Background: an optimization exercise with open tools, aiming at small area, a short achievable clock period and few clock cycles per item. Do not read the settings as production practice.
Function was checked by simulation only, so behaviour that the tests miss may differ from the original.
Power is estimated from default activity; no workload was simulated.

==> flow/design.v <==
module crc32c_table (
    input  wire [7:0]  idx,
    output reg  [31:0] val
);
    always @(*) begin
        case (idx)
            8'h00: val = 32'h00000000;
            8'h01: val = 32'hF26B8303;
            8'h02: val = 32'hE13B70F7;
            8'h03: val = 32'h1350F3F4;
            8'h04: val = 32'hC79A971F;
            8'h05: val = 32'h35F1141C;
            8'h06: val = 32'h26A1E7E8;
            8'h07: val = 32'hD4CA64EB;
            8'h08: val = 32'h8AD958CF;
            8'h09: val = 32'h78B2DBCC;
            8'h0A: val = 32'h6BE22838;
            8'h0B: val = 32'h9989AB3B;
            8'h0C: val = 32'h4D43CFD0;
            8'h0D: val = 32'hBF284CD3;
            8'h0E: val = 32'hAC78BF27;
            8'h0F: val = 32'h5E133C24;
            8'h10: val = 32'h105EC76F;
            8'h11: val = 32'hE235446C;
            8'h12: val = 32'hF165B798;
            8'h13: val = 32'h030E349B;
            8'h14: val = 32'hD7C45070;
            8'h15: val = 32'h25AFD373;
            8'h16: val = 32'h36FF2087;
            8'h17: val = 32'hC494A384;
            8'h18: val = 32'h9A879FA0;
            8'h19: val = 32'h68EC1CA3;
            8'h1A: val = 32'h7BBCEF57;
            8'h1B: val = 32'h89D76C54;
            8'h1C: val = 32'h5D1D08BF;
            8'h1D: val = 32'hAF768BBC;
            8'h1E: val = 32'hBC267848;
            8'h1F: val = 32'h4E4DFB4B;
            8'h20: val = 32'h20BD8EDE;
            8'h21: val = 32'hD2D60DDD;
            8'h22: val = 32'hC186FE29;
            8'h23: val = 32'h33ED7D2A;
            8'h24: val = 32'hE72719C1;
            8'h25: val = 32'h154C9AC2;
            8'h26: val = 32'h061C6936;
            8'h27: val = 32'hF477EA35;
            8'h28: val = 32'hAA64D611;
            8'h29: val = 32'h580F5512;
            8'h2A: val = 32'h4B5FA6E6;
            8'h2B: val = 32'hB93425E5;
            8'h2C: val = 32'h6DFE410E;
            8'h2D: val = 32'h9F95C20D;
            8'h2E: val = 32'h8CC531F9;
            8'h2F: val = 32'h7EAEB2FA;
            8'h30: val = 32'h30E349B1;
            8'h31: val = 32'hC288CAB2;
            8'h32: val = 32'hD1D83946;
            8'h33: val = 32'h23B3BA45;
            8'h34: val = 32'hF779DEAE;
            8'h35: val = 32'h05125DAD;
            8'h36: val = 32'h1642AE59;
            8'h37: val = 32'hE4292D5A;
            8'h38: val = 32'hBA3A117E;
            8'h39: val = 32'h4851927D;
            8'h3A: val = 32'h5B016189;
            8'h3B: val = 32'hA96AE28A;
            8'h3C: val = 32'h7DA08661;
            8'h3D: val = 32'h8FCB0562;
            8'h3E: val = 32'h9C9BF696;
            8'h3F: val = 32'h6EF07595;
            8'h40: val = 32'h417B1DBC;
            8'h41: val = 32'hB3109EBF;
            8'h42: val = 32'hA0406D4B;
            8'h43: val = 32'h522BEE48;
            8'h44: val = 32'h86E18AA3;
            8'h45: val = 32'h748A09A0;
            8'h46: val = 32'h67DAFA54;
            8'h47: val = 32'h95B17957;
            8'h48: val = 32'hCBA24573;
            8'h49: val = 32'h39C9C670;
            8'h4A: val = 32'h2A993584;
            8'h4B: val = 32'hD8F2B687;
            8'h4C: val = 32'h0C38D26C;
            8'h4D: val = 32'hFE53516F;
            8'h4E: val = 32'hED03A29B;
            8'h4F: val = 32'h1F682198;
            8'h50: val = 32'h5125DAD3;
            8'h51: val = 32'hA34E59D0;
            8'h52: val = 32'hB01EAA24;
            8'h53: val = 32'h42752927;
            8'h54: val = 32'h96BF4DCC;
            8'h55: val = 32'h64D4CECF;
            8'h56: val = 32'h77843D3B;
            8'h57: val = 32'h85EFBE38;
            8'h58: val = 32'hDBFC821C;
            8'h59: val = 32'h2997011F;
            8'h5A: val = 32'h3AC7F2EB;
            8'h5B: val = 32'hC8AC71E8;
            8'h5C: val = 32'h1C661503;
            8'h5D: val = 32'hEE0D9600;
            8'h5E: val = 32'hFD5D65F4;
            8'h5F: val = 32'h0F36E6F7;
            8'h60: val = 32'h61C69362;
            8'h61: val = 32'h93AD1061;
            8'h62: val = 32'h80FDE395;
            8'h63: val = 32'h72966096;
            8'h64: val = 32'hA65C047D;
            8'h65: val = 32'h5437877E;
            8'h66: val = 32'h4767748A;
            8'h67: val = 32'hB50CF789;
            8'h68: val = 32'hEB1FCBAD;
            8'h69: val = 32'h197448AE;
            8'h6A: val = 32'h0A24BB5A;
            8'h6B: val = 32'hF84F3859;
            8'h6C: val = 32'h2C855CB2;
            8'h6D: val = 32'hDEEEDFB1;
            8'h6E: val = 32'hCDBE2C45;
            8'h6F: val = 32'h3FD5AF46;
            8'h70: val = 32'h7198540D;
            8'h71: val = 32'h83F3D70E;
            8'h72: val = 32'h90A324FA;
            8'h73: val = 32'h62C8A7F9;
            8'h74: val = 32'hB602C312;
            8'h75: val = 32'h44694011;
            8'h76: val = 32'h5739B3E5;
            8'h77: val = 32'hA55230E6;
            8'h78: val = 32'hFB410CC2;
            8'h79: val = 32'h092A8FC1;
            8'h7A: val = 32'h1A7A7C35;
            8'h7B: val = 32'hE811FF36;
            8'h7C: val = 32'h3CDB9BDD;
            8'h7D: val = 32'hCEB018DE;
            8'h7E: val = 32'hDDE0EB2A;
            8'h7F: val = 32'h2F8B6829;
            8'h80: val = 32'h82F63B78;
            8'h81: val = 32'h709DB87B;
            8'h82: val = 32'h63CD4B8F;
            8'h83: val = 32'h91A6C88C;
            8'h84: val = 32'h456CAC67;
            8'h85: val = 32'hB7072F64;
            8'h86: val = 32'hA457DC90;
            8'h87: val = 32'h563C5F93;
            8'h88: val = 32'h082F63B7;
            8'h89: val = 32'hFA44E0B4;
            8'h8A: val = 32'hE9141340;
            8'h8B: val = 32'h1B7F9043;
            8'h8C: val = 32'hCFB5F4A8;
            8'h8D: val = 32'h3DDE77AB;
            8'h8E: val = 32'h2E8E845F;
            8'h8F: val = 32'hDCE5075C;
            8'h90: val = 32'h92A8FC17;
            8'h91: val = 32'h60C37F14;
            8'h92: val = 32'h73938CE0;
            8'h93: val = 32'h81F80FE3;
            8'h94: val = 32'h55326B08;
            8'h95: val = 32'hA759E80B;
            8'h96: val = 32'hB4091BFF;
            8'h97: val = 32'h466298FC;
            8'h98: val = 32'h1871A4D8;
            8'h99: val = 32'hEA1A27DB;
            8'h9A: val = 32'hF94AD42F;
            8'h9B: val = 32'h0B21572C;
            8'h9C: val = 32'hDFEB33C7;
            8'h9D: val = 32'h2D80B0C4;
            8'h9E: val = 32'h3ED04330;
            8'h9F: val = 32'hCCBBC033;
            8'hA0: val = 32'hA24BB5A6;
            8'hA1: val = 32'h502036A5;
            8'hA2: val = 32'h4370C551;
            8'hA3: val = 32'hB11B4652;
            8'hA4: val = 32'h65D122B9;
            8'hA5: val = 32'h97BAA1BA;
            8'hA6: val = 32'h84EA524E;
            8'hA7: val = 32'h7681D14D;
            8'hA8: val = 32'h2892ED69;
            8'hA9: val = 32'hDAF96E6A;
            8'hAA: val = 32'hC9A99D9E;
            8'hAB: val = 32'h3BC21E9D;
            8'hAC: val = 32'hEF087A76;
            8'hAD: val = 32'h1D63F975;
            8'hAE: val = 32'h0E330A81;
            8'hAF: val = 32'hFC588982;
            8'hB0: val = 32'hB21572C9;
            8'hB1: val = 32'h407EF1CA;
            8'hB2: val = 32'h532E023E;
            8'hB3: val = 32'hA145813D;
            8'hB4: val = 32'h758FE5D6;
            8'hB5: val = 32'h87E466D5;
            8'hB6: val = 32'h94B49521;
            8'hB7: val = 32'h66DF1622;
            8'hB8: val = 32'h38CC2A06;
            8'hB9: val = 32'hCAA7A905;
            8'hBA: val = 32'hD9F75AF1;
            8'hBB: val = 32'h2B9CD9F2;
            8'hBC: val = 32'hFF56BD19;
            8'hBD: val = 32'h0D3D3E1A;
            8'hBE: val = 32'h1E6DCDEE;
            8'hBF: val = 32'hEC064EED;
            8'hC0: val = 32'hC38D26C4;
            8'hC1: val = 32'h31E6A5C7;
            8'hC2: val = 32'h22B65633;
            8'hC3: val = 32'hD0DDD530;
            8'hC4: val = 32'h0417B1DB;
            8'hC5: val = 32'hF67C32D8;
            8'hC6: val = 32'hE52CC12C;
            8'hC7: val = 32'h1747422F;
            8'hC8: val = 32'h49547E0B;
            8'hC9: val = 32'hBB3FFD08;
            8'hCA: val = 32'hA86F0EFC;
            8'hCB: val = 32'h5A048DFF;
            8'hCC: val = 32'h8ECEE914;
            8'hCD: val = 32'h7CA56A17;
            8'hCE: val = 32'h6FF599E3;
            8'hCF: val = 32'h9D9E1AE0;
            8'hD0: val = 32'hD3D3E1AB;
            8'hD1: val = 32'h21B862A8;
            8'hD2: val = 32'h32E8915C;
            8'hD3: val = 32'hC083125F;
            8'hD4: val = 32'h144976B4;
            8'hD5: val = 32'hE622F5B7;
            8'hD6: val = 32'hF5720643;
            8'hD7: val = 32'h07198540;
            8'hD8: val = 32'h590AB964;
            8'hD9: val = 32'hAB613A67;
            8'hDA: val = 32'hB831C993;
            8'hDB: val = 32'h4A5A4A90;
            8'hDC: val = 32'h9E902E7B;
            8'hDD: val = 32'h6CFBAD78;
            8'hDE: val = 32'h7FAB5E8C;
            8'hDF: val = 32'h8DC0DD8F;
            8'hE0: val = 32'hE330A81A;
            8'hE1: val = 32'h115B2B19;
            8'hE2: val = 32'h020BD8ED;
            8'hE3: val = 32'hF0605BEE;
            8'hE4: val = 32'h24AA3F05;
            8'hE5: val = 32'hD6C1BC06;
            8'hE6: val = 32'hC5914FF2;
            8'hE7: val = 32'h37FACCF1;
            8'hE8: val = 32'h69E9F0D5;
            8'hE9: val = 32'h9B8273D6;
            8'hEA: val = 32'h88D28022;
            8'hEB: val = 32'h7AB90321;
            8'hEC: val = 32'hAE7367CA;
            8'hED: val = 32'h5C18E4C9;
            8'hEE: val = 32'h4F48173D;
            8'hEF: val = 32'hBD23943E;
            8'hF0: val = 32'hF36E6F75;
            8'hF1: val = 32'h0105EC76;
            8'hF2: val = 32'h12551F82;
            8'hF3: val = 32'hE03E9C81;
            8'hF4: val = 32'h34F4F86A;
            8'hF5: val = 32'hC69F7B69;
            8'hF6: val = 32'hD5CF889D;
            8'hF7: val = 32'h27A40B9E;
            8'hF8: val = 32'h79B737BA;
            8'hF9: val = 32'h8BDCB4B9;
            8'hFA: val = 32'h988C474D;
            8'hFB: val = 32'h6AE7C44E;
            8'hFC: val = 32'hBE2DA0A5;
            8'hFD: val = 32'h4C4623A6;
            8'hFE: val = 32'h5F16D052;
            8'hFF: val = 32'hAD7D5351;
            default: val = 32'h00000000;
        endcase
    end
endmodule
module crc16_table (
    input  wire [7:0]  idx,
    output reg  [15:0] val
);
    always @(*) begin
        case (idx)
            8'h00: val = 16'h0000;
            8'h01: val = 16'h1021;
            8'h02: val = 16'h2042;
            8'h03: val = 16'h3063;
            8'h04: val = 16'h4084;
            8'h05: val = 16'h50A5;
            8'h06: val = 16'h60C6;
            8'h07: val = 16'h70E7;
            8'h08: val = 16'h8108;
            8'h09: val = 16'h9129;
            8'h0A: val = 16'hA14A;
            8'h0B: val = 16'hB16B;
            8'h0C: val = 16'hC18C;
            8'h0D: val = 16'hD1AD;
            8'h0E: val = 16'hE1CE;
            8'h0F: val = 16'hF1EF;
            8'h10: val = 16'h1231;
            8'h11: val = 16'h0210;
            8'h12: val = 16'h3273;
            8'h13: val = 16'h2252;
            8'h14: val = 16'h52B5;
            8'h15: val = 16'h4294;
            8'h16: val = 16'h72F7;
            8'h17: val = 16'h62D6;
            8'h18: val = 16'h9339;
            8'h19: val = 16'h8318;
            8'h1A: val = 16'hB37B;
            8'h1B: val = 16'hA35A;
            8'h1C: val = 16'hD3BD;
            8'h1D: val = 16'hC39C;
            8'h1E: val = 16'hF3FF;
            8'h1F: val = 16'hE3DE;
            8'h20: val = 16'h2462;
            8'h21: val = 16'h3443;
            8'h22: val = 16'h0420;
            8'h23: val = 16'h1401;
            8'h24: val = 16'h64E6;
            8'h25: val = 16'h74C7;
            8'h26: val = 16'h44A4;
            8'h27: val = 16'h5485;
            8'h28: val = 16'hA56A;
            8'h29: val = 16'hB54B;
            8'h2A: val = 16'h8528;
            8'h2B: val = 16'h9509;
            8'h2C: val = 16'hE5EE;
            8'h2D: val = 16'hF5CF;
            8'h2E: val = 16'hC5AC;
            8'h2F: val = 16'hD58D;
            8'h30: val = 16'h3653;
            8'h31: val = 16'h2672;
            8'h32: val = 16'h1611;
            8'h33: val = 16'h0630;
            8'h34: val = 16'h76D7;
            8'h35: val = 16'h66F6;
            8'h36: val = 16'h5695;
            8'h37: val = 16'h46B4;
            8'h38: val = 16'hB75B;
            8'h39: val = 16'hA77A;
            8'h3A: val = 16'h9719;
            8'h3B: val = 16'h8738;
            8'h3C: val = 16'hF7DF;
            8'h3D: val = 16'hE7FE;
            8'h3E: val = 16'hD79D;
            8'h3F: val = 16'hC7BC;
            8'h40: val = 16'h48C4;
            8'h41: val = 16'h58E5;
            8'h42: val = 16'h6886;
            8'h43: val = 16'h78A7;
            8'h44: val = 16'h0840;
            8'h45: val = 16'h1861;
            8'h46: val = 16'h2802;
            8'h47: val = 16'h3823;
            8'h48: val = 16'hC9CC;
            8'h49: val = 16'hD9ED;
            8'h4A: val = 16'hE98E;
            8'h4B: val = 16'hF9AF;
            8'h4C: val = 16'h8948;
            8'h4D: val = 16'h9969;
            8'h4E: val = 16'hA90A;
            8'h4F: val = 16'hB92B;
            8'h50: val = 16'h5AF5;
            8'h51: val = 16'h4AD4;
            8'h52: val = 16'h7AB7;
            8'h53: val = 16'h6A96;
            8'h54: val = 16'h1A71;
            8'h55: val = 16'h0A50;
            8'h56: val = 16'h3A33;
            8'h57: val = 16'h2A12;
            8'h58: val = 16'hDBFD;
            8'h59: val = 16'hCBDC;
            8'h5A: val = 16'hFBBF;
            8'h5B: val = 16'hEB9E;
            8'h5C: val = 16'h9B79;
            8'h5D: val = 16'h8B58;
            8'h5E: val = 16'hBB3B;
            8'h5F: val = 16'hAB1A;
            8'h60: val = 16'h6CA6;
            8'h61: val = 16'h7C87;
            8'h62: val = 16'h4CE4;
            8'h63: val = 16'h5CC5;
            8'h64: val = 16'h2C22;
            8'h65: val = 16'h3C03;
            8'h66: val = 16'h0C60;
            8'h67: val = 16'h1C41;
            8'h68: val = 16'hEDAE;
            8'h69: val = 16'hFD8F;
            8'h6A: val = 16'hCDEC;
            8'h6B: val = 16'hDDCD;
            8'h6C: val = 16'hAD2A;
            8'h6D: val = 16'hBD0B;
            8'h6E: val = 16'h8D68;
            8'h6F: val = 16'h9D49;
            8'h70: val = 16'h7E97;
            8'h71: val = 16'h6EB6;
            8'h72: val = 16'h5ED5;
            8'h73: val = 16'h4EF4;
            8'h74: val = 16'h3E13;
            8'h75: val = 16'h2E32;
            8'h76: val = 16'h1E51;
            8'h77: val = 16'h0E70;
            8'h78: val = 16'hFF9F;
            8'h79: val = 16'hEFBE;
            8'h7A: val = 16'hDFDD;
            8'h7B: val = 16'hCFFC;
            8'h7C: val = 16'hBF1B;
            8'h7D: val = 16'hAF3A;
            8'h7E: val = 16'h9F59;
            8'h7F: val = 16'h8F78;
            8'h80: val = 16'h9188;
            8'h81: val = 16'h81A9;
            8'h82: val = 16'hB1CA;
            8'h83: val = 16'hA1EB;
            8'h84: val = 16'hD10C;
            8'h85: val = 16'hC12D;
            8'h86: val = 16'hF14E;
            8'h87: val = 16'hE16F;
            8'h88: val = 16'h1080;
            8'h89: val = 16'h00A1;
            8'h8A: val = 16'h30C2;
            8'h8B: val = 16'h20E3;
            8'h8C: val = 16'h5004;
            8'h8D: val = 16'h4025;
            8'h8E: val = 16'h7046;
            8'h8F: val = 16'h6067;
            8'h90: val = 16'h83B9;
            8'h91: val = 16'h9398;
            8'h92: val = 16'hA3FB;
            8'h93: val = 16'hB3DA;
            8'h94: val = 16'hC33D;
            8'h95: val = 16'hD31C;
            8'h96: val = 16'hE37F;
            8'h97: val = 16'hF35E;
            8'h98: val = 16'h02B1;
            8'h99: val = 16'h1290;
            8'h9A: val = 16'h22F3;
            8'h9B: val = 16'h32D2;
            8'h9C: val = 16'h4235;
            8'h9D: val = 16'h5214;
            8'h9E: val = 16'h6277;
            8'h9F: val = 16'h7256;
            8'hA0: val = 16'hB5EA;
            8'hA1: val = 16'hA5CB;
            8'hA2: val = 16'h95A8;
            8'hA3: val = 16'h8589;
            8'hA4: val = 16'hF56E;
            8'hA5: val = 16'hE54F;
            8'hA6: val = 16'hD52C;
            8'hA7: val = 16'hC50D;
            8'hA8: val = 16'h34E2;
            8'hA9: val = 16'h24C3;
            8'hAA: val = 16'h14A0;
            8'hAB: val = 16'h0481;
            8'hAC: val = 16'h7466;
            8'hAD: val = 16'h6447;
            8'hAE: val = 16'h5424;
            8'hAF: val = 16'h4405;
            8'hB0: val = 16'hA7DB;
            8'hB1: val = 16'hB7FA;
            8'hB2: val = 16'h8799;
            8'hB3: val = 16'h97B8;
            8'hB4: val = 16'hE75F;
            8'hB5: val = 16'hF77E;
            8'hB6: val = 16'hC71D;
            8'hB7: val = 16'hD73C;
            8'hB8: val = 16'h26D3;
            8'hB9: val = 16'h36F2;
            8'hBA: val = 16'h0691;
            8'hBB: val = 16'h16B0;
            8'hBC: val = 16'h6657;
            8'hBD: val = 16'h7676;
            8'hBE: val = 16'h4615;
            8'hBF: val = 16'h5634;
            8'hC0: val = 16'hD94C;
            8'hC1: val = 16'hC96D;
            8'hC2: val = 16'hF90E;
            8'hC3: val = 16'hE92F;
            8'hC4: val = 16'h99C8;
            8'hC5: val = 16'h89E9;
            8'hC6: val = 16'hB98A;
            8'hC7: val = 16'hA9AB;
            8'hC8: val = 16'h5844;
            8'hC9: val = 16'h4865;
            8'hCA: val = 16'h7806;
            8'hCB: val = 16'h6827;
            8'hCC: val = 16'h18C0;
            8'hCD: val = 16'h08E1;
            8'hCE: val = 16'h3882;
            8'hCF: val = 16'h28A3;
            8'hD0: val = 16'hCB7D;
            8'hD1: val = 16'hDB5C;
            8'hD2: val = 16'hEB3F;
            8'hD3: val = 16'hFB1E;
            8'hD4: val = 16'h8BF9;
            8'hD5: val = 16'h9BD8;
            8'hD6: val = 16'hABBB;
            8'hD7: val = 16'hBB9A;
            8'hD8: val = 16'h4A75;
            8'hD9: val = 16'h5A54;
            8'hDA: val = 16'h6A37;
            8'hDB: val = 16'h7A16;
            8'hDC: val = 16'h0AF1;
            8'hDD: val = 16'h1AD0;
            8'hDE: val = 16'h2AB3;
            8'hDF: val = 16'h3A92;
            8'hE0: val = 16'hFD2E;
            8'hE1: val = 16'hED0F;
            8'hE2: val = 16'hDD6C;
            8'hE3: val = 16'hCD4D;
            8'hE4: val = 16'hBDAA;
            8'hE5: val = 16'hAD8B;
            8'hE6: val = 16'h9DE8;
            8'hE7: val = 16'h8DC9;
            8'hE8: val = 16'h7C26;
            8'hE9: val = 16'h6C07;
            8'hEA: val = 16'h5C64;
            8'hEB: val = 16'h4C45;
            8'hEC: val = 16'h3CA2;
            8'hED: val = 16'h2C83;
            8'hEE: val = 16'h1CE0;
            8'hEF: val = 16'h0CC1;
            8'hF0: val = 16'hEF1F;
            8'hF1: val = 16'hFF3E;
            8'hF2: val = 16'hCF5D;
            8'hF3: val = 16'hDF7C;
            8'hF4: val = 16'hAF9B;
            8'hF5: val = 16'hBFBA;
            8'hF6: val = 16'h8FD9;
            8'hF7: val = 16'h9FF8;
            8'hF8: val = 16'h6E17;
            8'hF9: val = 16'h7E36;
            8'hFA: val = 16'h4E55;
            8'hFB: val = 16'h5E74;
            8'hFC: val = 16'h2E93;
            8'hFD: val = 16'h3EB2;
            8'hFE: val = 16'h0ED1;
            8'hFF: val = 16'h1EF0;
            default: val = 16'h0000;
        endcase
    end
endmodule
module crc_engine (
    input  wire        clk,
    input  wire        rst,
    input  wire        cmd_valid,
    output wire        cmd_ready,
    input  wire [7:0]  cmd_op,
    input  wire [31:0] cmd_acc,
    input  wire [15:0] cmd_len,
    input  wire        data_valid,
    output wire        data_ready,
    input  wire [31:0] data,
    output wire        rsp_valid,
    input  wire        rsp_ready,
    output wire [3:0]  rsp_status,
    output wire [31:0] rsp_value
);
    localparam [7:0] OP_CRC32C_ADD = 8'h40;
    localparam [7:0] OP_CRC32C_FIN = 8'h41;
    localparam [7:0] OP_CRC32C     = 8'h42;
    localparam [7:0] OP_CRC16_ADD  = 8'h48;
    localparam [7:0] OP_CRC16      = 8'h49;
    localparam [3:0] ST_OK               = 4'h0;
    localparam [3:0] ST_ARGUMENT_INVALID = 4'hF;
    localparam [1:0] S_IDLE = 2'd0;
    localparam [1:0] S_DATA = 2'd1;
    localparam [1:0] S_RESP = 2'd2;
    reg  [1:0]  state;
    reg  [31:0] crc;         
    reg         is16;        
    reg         fin_xor;     
    reg         invalid;     
    reg  [15:0] bytes_left;  
    reg  [31:0] buf_word;    
    reg  [2:0]  buf_cnt;     
    wire [31:0] t32_val;
    wire [15:0] t16_val;
    crc32c_table u_t32 (
        .idx (crc[7:0] ^ buf_word[7:0]),
        .val (t32_val)
    );
    crc16_table u_t16 (
        .idx (crc[15:8] ^ buf_word[7:0]),
        .val (t16_val)
    );
    wire [31:0] crc32_next = (crc >> 8) ^ t32_val;
    wire [15:0] crc16_next = {crc[7:0], 8'h00} ^ t16_val;
    wire [31:0] crc_next   = is16 ? {16'h0000, crc16_next} : crc32_next;
    assign cmd_ready  = (state == S_IDLE);
    assign data_ready = (state == S_DATA) && (buf_cnt == 3'd0);
    assign rsp_valid  = (state == S_RESP);
    assign rsp_status = invalid ? ST_ARGUMENT_INVALID : ST_OK;
    assign rsp_value  = invalid ? 32'h00000000 :
                        is16    ? {16'h0000, crc[15:0]} :
                        fin_xor ? ~crc : crc;
    always @(posedge clk) begin
        if (rst) begin
            state   <= S_IDLE;
            buf_cnt <= 3'd0;
        end else begin
            case (state)
                S_IDLE: begin
                    if (cmd_valid) begin
                        bytes_left <= cmd_len;
                        buf_cnt    <= 3'd0;
                        is16       <= 1'b0;
                        fin_xor    <= 1'b0;
                        invalid    <= 1'b0;
                        crc        <= cmd_acc;
                        state      <= (cmd_len == 16'd0) ? S_RESP : S_DATA;
                        case (cmd_op)
                            OP_CRC32C_ADD: ;
                            OP_CRC32C: begin
                                crc     <= 32'hFFFFFFFF;
                                fin_xor <= 1'b1;
                            end
                            OP_CRC16_ADD: begin
                                crc  <= {16'h0000, cmd_acc[15:0]};
                                is16 <= 1'b1;
                            end
                            OP_CRC16: begin
                                crc  <= 32'h0000FFFF;
                                is16 <= 1'b1;
                            end
                            OP_CRC32C_FIN: begin
                                fin_xor <= 1'b1;
                                state   <= S_RESP;
                            end
                            default: begin
                                invalid <= 1'b1;
                                state   <= S_RESP;
                            end
                        endcase
                    end
                end
                S_DATA: begin
                    if (buf_cnt == 3'd0) begin
                        if (data_valid) begin
                            buf_word <= data;
                            buf_cnt  <= (bytes_left > 16'd4) ? 3'd4 : bytes_left[2:0];
                        end
                    end else begin
                        crc        <= crc_next;
                        buf_word   <= buf_word >> 8;
                        buf_cnt    <= buf_cnt - 3'd1;
                        bytes_left <= bytes_left - 16'd1;
                        if (bytes_left == 16'd1)
                            state <= S_RESP;
                    end
                end
                S_RESP: begin
                    if (rsp_ready)
                        state <= S_IDLE;
                end
                default: state <= S_IDLE;
            endcase
        end
    end
endmodule
==> flow/run.sh <==
#!/bin/bash
# synth_recipe.tcl (not shown) runs the flow's synth.tcl, then flattens the netlist and writes it again
# the make line also repeats each setting of config.mk as NAME=value (left out here)
make -C /OpenROAD-flow-scripts/flow DESIGN_CONFIG=/design/flow/config.mk WORK_HOME=/design/flow/orfs CLKGATE_MAP_FILE= SYNTH_SCRIPT=/design/flow/synth_recipe.tcl finish
==> flow/config.mk <==
export PLATFORM = sky130hd
export DESIGN_NAME = crc_engine
export DESIGN_NICKNAME = crc_engine
export VERILOG_FILES = /design/flow/design.v
export SDC_FILE = /design/flow/constraint.sdc
export NUM_CORES = 4
export LEC_CHECK = 0
export CAP_MARGIN = 20
export CORE_MARGIN = 2
export CORE_UTILIZATION = 40
export SLEW_MARGIN = 20
export SYNTH_MEMORY_MAX_BITS = 16384
==> flow/constraint.sdc <==
create_clock -name core_clock -period 5.0 [get_ports {clk}]
set_input_delay 1.0000 -clock core_clock [delete_from_list [all_inputs] [get_ports {clk}]]
set_output_delay 1.0000 -clock core_clock [all_outputs]
set_load 0.01 [all_outputs]
==> impl_metrics.env <==
export IMPL_core_area_um2=14600
export IMPL_synth_fa_ha_area_share_pct=1.04
export IMPL_finalClockSkew_ns=0.00764
export IMPL_critPathArrivalTime_ns=2.32
export IMPL_required_ns=4.00
export IMPL_final_cells=888
export IMPL_rows=44
export IMPL_grt_total_usage_pct=18.6
export IMPL_clock_sinks=88
export IMPL_cts_path_max_buffers=2
export IMPL_fin_tns_setup_ns=0
export IMPL_cp_max_fo=21
export IMPL_synth_nets=687
export IMPL_reg2reg_from="buf_cnt[0]$_SDFFE_PP0P_"
export IMPL_antenna_found_initial=0
export IMPL_dp_hpwl_um=11100
export IMPL_min_period_over_period_pct=66.5
export IMPL_holdBufCountCts=0
export IMPL_maxCapViolCount=0
export IMPL_async_flop_share_pct=0
export IMPL_place_inst=872
export IMPL_start_kind="flop"
export IMPL_cts_tree="built"
export IMPL_ff2ff_setup_slack_ns=2.31
export IMPL_yosys_area_top_type_share_pct=41.3
export IMPL_ys_seq_area_share_pct=43.0
export IMPL_postRouteAntennaNets=0
export IMPL_setup_violations_final=0
export IMPL_tightest_slew_ns=0.799
export IMPL_ys_types=54
export IMPL_slew_viol_final=0
export IMPL_worstHoldEndpoint="buf_word[7]$_DFFE_PP_"
export IMPL_slowest_stage="edfxtp_1"
export IMPL_wire_per_inst_um=16.6
export IMPL_synth_xor_area_share_pct=26.2
export IMPL_netlist_area_um2=6030
export IMPL_insertion_delay_ns=0.35
export IMPL_layout_commonest_cell="clkdlybuf4s50_1"
export IMPL_num_vias=4564
export IMPL_design_die_area_um2=16100
export IMPL_synth_top_family_by_area="XOR/XNOR gates"
export IMPL_cts_resized=0
export IMPL_first_pass_iters=4
export IMPL_drc=0
export IMPL_synth_area_leaders="edfxtp_1 (41%), xnor2_1 (13%), nand2_1 (6.1%)"
export IMPL_final_cell_mix="clkdlybuf4s50_1 (131), nand2_1 (98), xnor2_1 (88), edfxtp_1 (83), nor2_1 (49)"
export IMPL_gpl_final_weighted_congestion=0.869
export IMPL_grt_pass1_vias=4461
export IMPL_h_tree_depth=3
export IMPL_wl_um=14700
export IMPL_die_h_um=127
export IMPL_synth_area_leader_cell="edfxtp_1"
export IMPL_leakage_nw=2.88
export IMPL_min_period_ns=3.32
export IMPL_nFillCells=1342
export IMPL_path_class="reg -> out"
export IMPL_rsz0062_at_grt="no"
export IMPL_synth_area_per_cell_um2=10.2
export IMPL_fin_nets=797
export IMPL_ys_flop_type="edfxtp_1"
export IMPL_synth_seq_cells=88
export IMPL_r2r_end="crc[4]$_DFFE_PP_"
export IMPL_synth_edf_count=83
export IMPL_status="no timing/DRC/antenna violations"
export IMPL_via_per_inst=5.14
export IMPL_synthCells=589
export IMPL_synthMuxAreaShare_pct=1.49
export IMPL_synth_compound_area_share_pct=10.2
export IMPL_hp_class="reg -> reg"
export IMPL_die_x_um=127
export IMPL_grt_ovfl_total=0
export IMPL_drt_initial_drc_count=203
export IMPL_cp_cell_sequence="or2_2 > nor2_1 > clkdlybuf4s50_1"
export IMPL_synth_simple_area_share_pct=14.7
export IMPL_port_buffers=131
export IMPL_r2r_cells=7
export IMPL_yosys_warnings=3
export IMPL_ir_worst_vdd_uv=171
export IMPL_hold_viol=0
export IMPL_max_slew_margin_rel_pct=46.4
export IMPL_powerDensity_nw_per_um2=258
export IMPL_fin_area_um2=7830
export IMPL_clkTransAtPathRegs_ns=0.07
export IMPL_pre_cts_ws_ns=1.65
export IMPL_end_kind="output port"
export IMPL_grt_pass1_wl_um=23200
export IMPL_drive_gt1_share_pct=6.68
export IMPL_hp_start="buf_word[15]$_DFFE_PP_"
export IMPL_root_buffer="clkbuf_16"
export IMPL_cts_setup_buffers=0
export IMPL_dpl_cell_area_um2=7480
export IMPL_numCtsBuffers=9
export IMPL_grt_max_degree=35
export IMPL_total_power_w=0.00202
export IMPL_max_stage_delay_ns=0.71
export IMPL_io_pins=132
export IMPL_hold_depth=2
export IMPL_initial_core_util_pct=41.2
export IMPL_layout_setup_ws_ns=1.68
export IMPL_area_growth_pct=29.8
export IMPL_diodes=0
export IMPL_max_freq_mhz=301
-- worst max-delay path by stage --
stage	startpoint	end	slack [ns]	cells after the start
final	invalid$_DFFE_PP_	rsp_value[19]	1.68	3
after global routing	invalid$_DFFE_PP_	rsp_value[19]	1.53	3
after CTS	invalid$_DFFE_PP_	rsp_value[19]	1.62	3
after detailed placement	rst	buf_word[30]$_SDFFCE_PN0P_	1.65	3
after global placement	rst	buf_word[29]$_SDFFCE_PN0P_	1.74	3
after floorplan	cmd_valid	bytes_left[0]$_DFFE_PP_	1.18	3
-- Yosys cell counts, types with 9 or more instances --
cell type	instances
edfxtp_1	83
nor4_1	11
nand2_1	98
and2_1	9
xnor2_1	88
clkbuf_1	28
o22ai_1	15
mux2i_1	9
xor2_1	25
xnor3_1	12
inv_1	10
nor2_1	50
o21ai_0	22
a21oi_1	26
-- layout make-up --
type / instances / area, um2 / share of cell area (%)
Multi-Input combinational cell: 451 / 3250 / 41.5
Sequential cell: 88 / 2590 / 33.1
Timing Repair Buffer: 139 / 1370 / 17.5
Tap cell: 184 / 230 / 2.94
Clock buffer: 9 / 225 / 2.88
Clock inverter: 7 / 126 / 1.61
Inverter: 10 / 37.5 / 0.479
-- registers in the layout, indices dropped and copies added, names as in the netlist --
register,flops
invalid,1
is16,1
buf_word,32
bytes_left,16
state,2
crc,32
buf_cnt,3
fin_xor,1
-- metal layers --
metal / GRT usage (%) / vias up / share of wire, %
met4: 7.11 / 0 / 2.3
met3: 3.37 / 23 / 6.0
li1: - / 2265 / -
met1: 23.2 / 2138 / 42
met2: 32.0 / 138 / 50
met5: 0 / - / 0
-- cells by family after synthesis --
kind of cell,count (synthesis)
flip-flops,88
buffers and inverters,50
AND/OR/NAND/NOR,201
multiplexers,9
AO/OA/AOI/OAI,96
adder cells (fa/ha/maj),5
XOR/XNOR,140
-- per-stage QoR --
step	utilization, %	hold slack (ns)
6_report	53.5	0.509
5_1_grt	53.5	0.544
4_1_cts	53.5	0.518
3_5_place_dp	51.1	0.500
3_3_place_gp	51.1	0.498
2_1_floorplan	-	0.487
-- where the power goes --
group	internal [W]	switching, W
combinational	0.000213	0.000149
clock	0.000496	0.000306
sequential	0.000830	0.0000254
total	0.00154	0.000480
-- worst max-delay path: cells and delay by family (launching register included) --
kind / cells / cell delay [ns]
flops: 1 / 0.71
buf+inv: 1 / 0.55
simple gates: 2 / 0.72
Testbench counts, summed over its fixed seeds: cycles 476,990, bytes 379,321.

[separate check: timing with driven ports]
The flow's constraints put no driver on any port. The routed layout listed below was extracted and timed again, unchanged, in two steps.
Step 1: set_driving_cell puts a clkbuf_16 on clk and a buf_2 on each other input, an assumption about the parent block.
Step 2 adds t to the input delays and takes it off the output delays; t is the mean of the earliest and latest rising clock arrival at the registers after step 1. Input paths then give back, and output paths get back, about the clock's delay inside the block.
a / b / c = ideal ports / drivers / drivers and shift; a / b = the first two.
t, ns: 0.380
setup slack, ns: 1.675 / 1.638 / 1.759
worst setup path at the end: input to register
slew at the worst register clock pin (ns): 0.07 / 0.07
cell pins on the clock port's net: 1
After both steps setup and hold are still met in this run. The setup slack of this run moves by -0.037 ns with the drivers and by +0.084 ns with both steps.
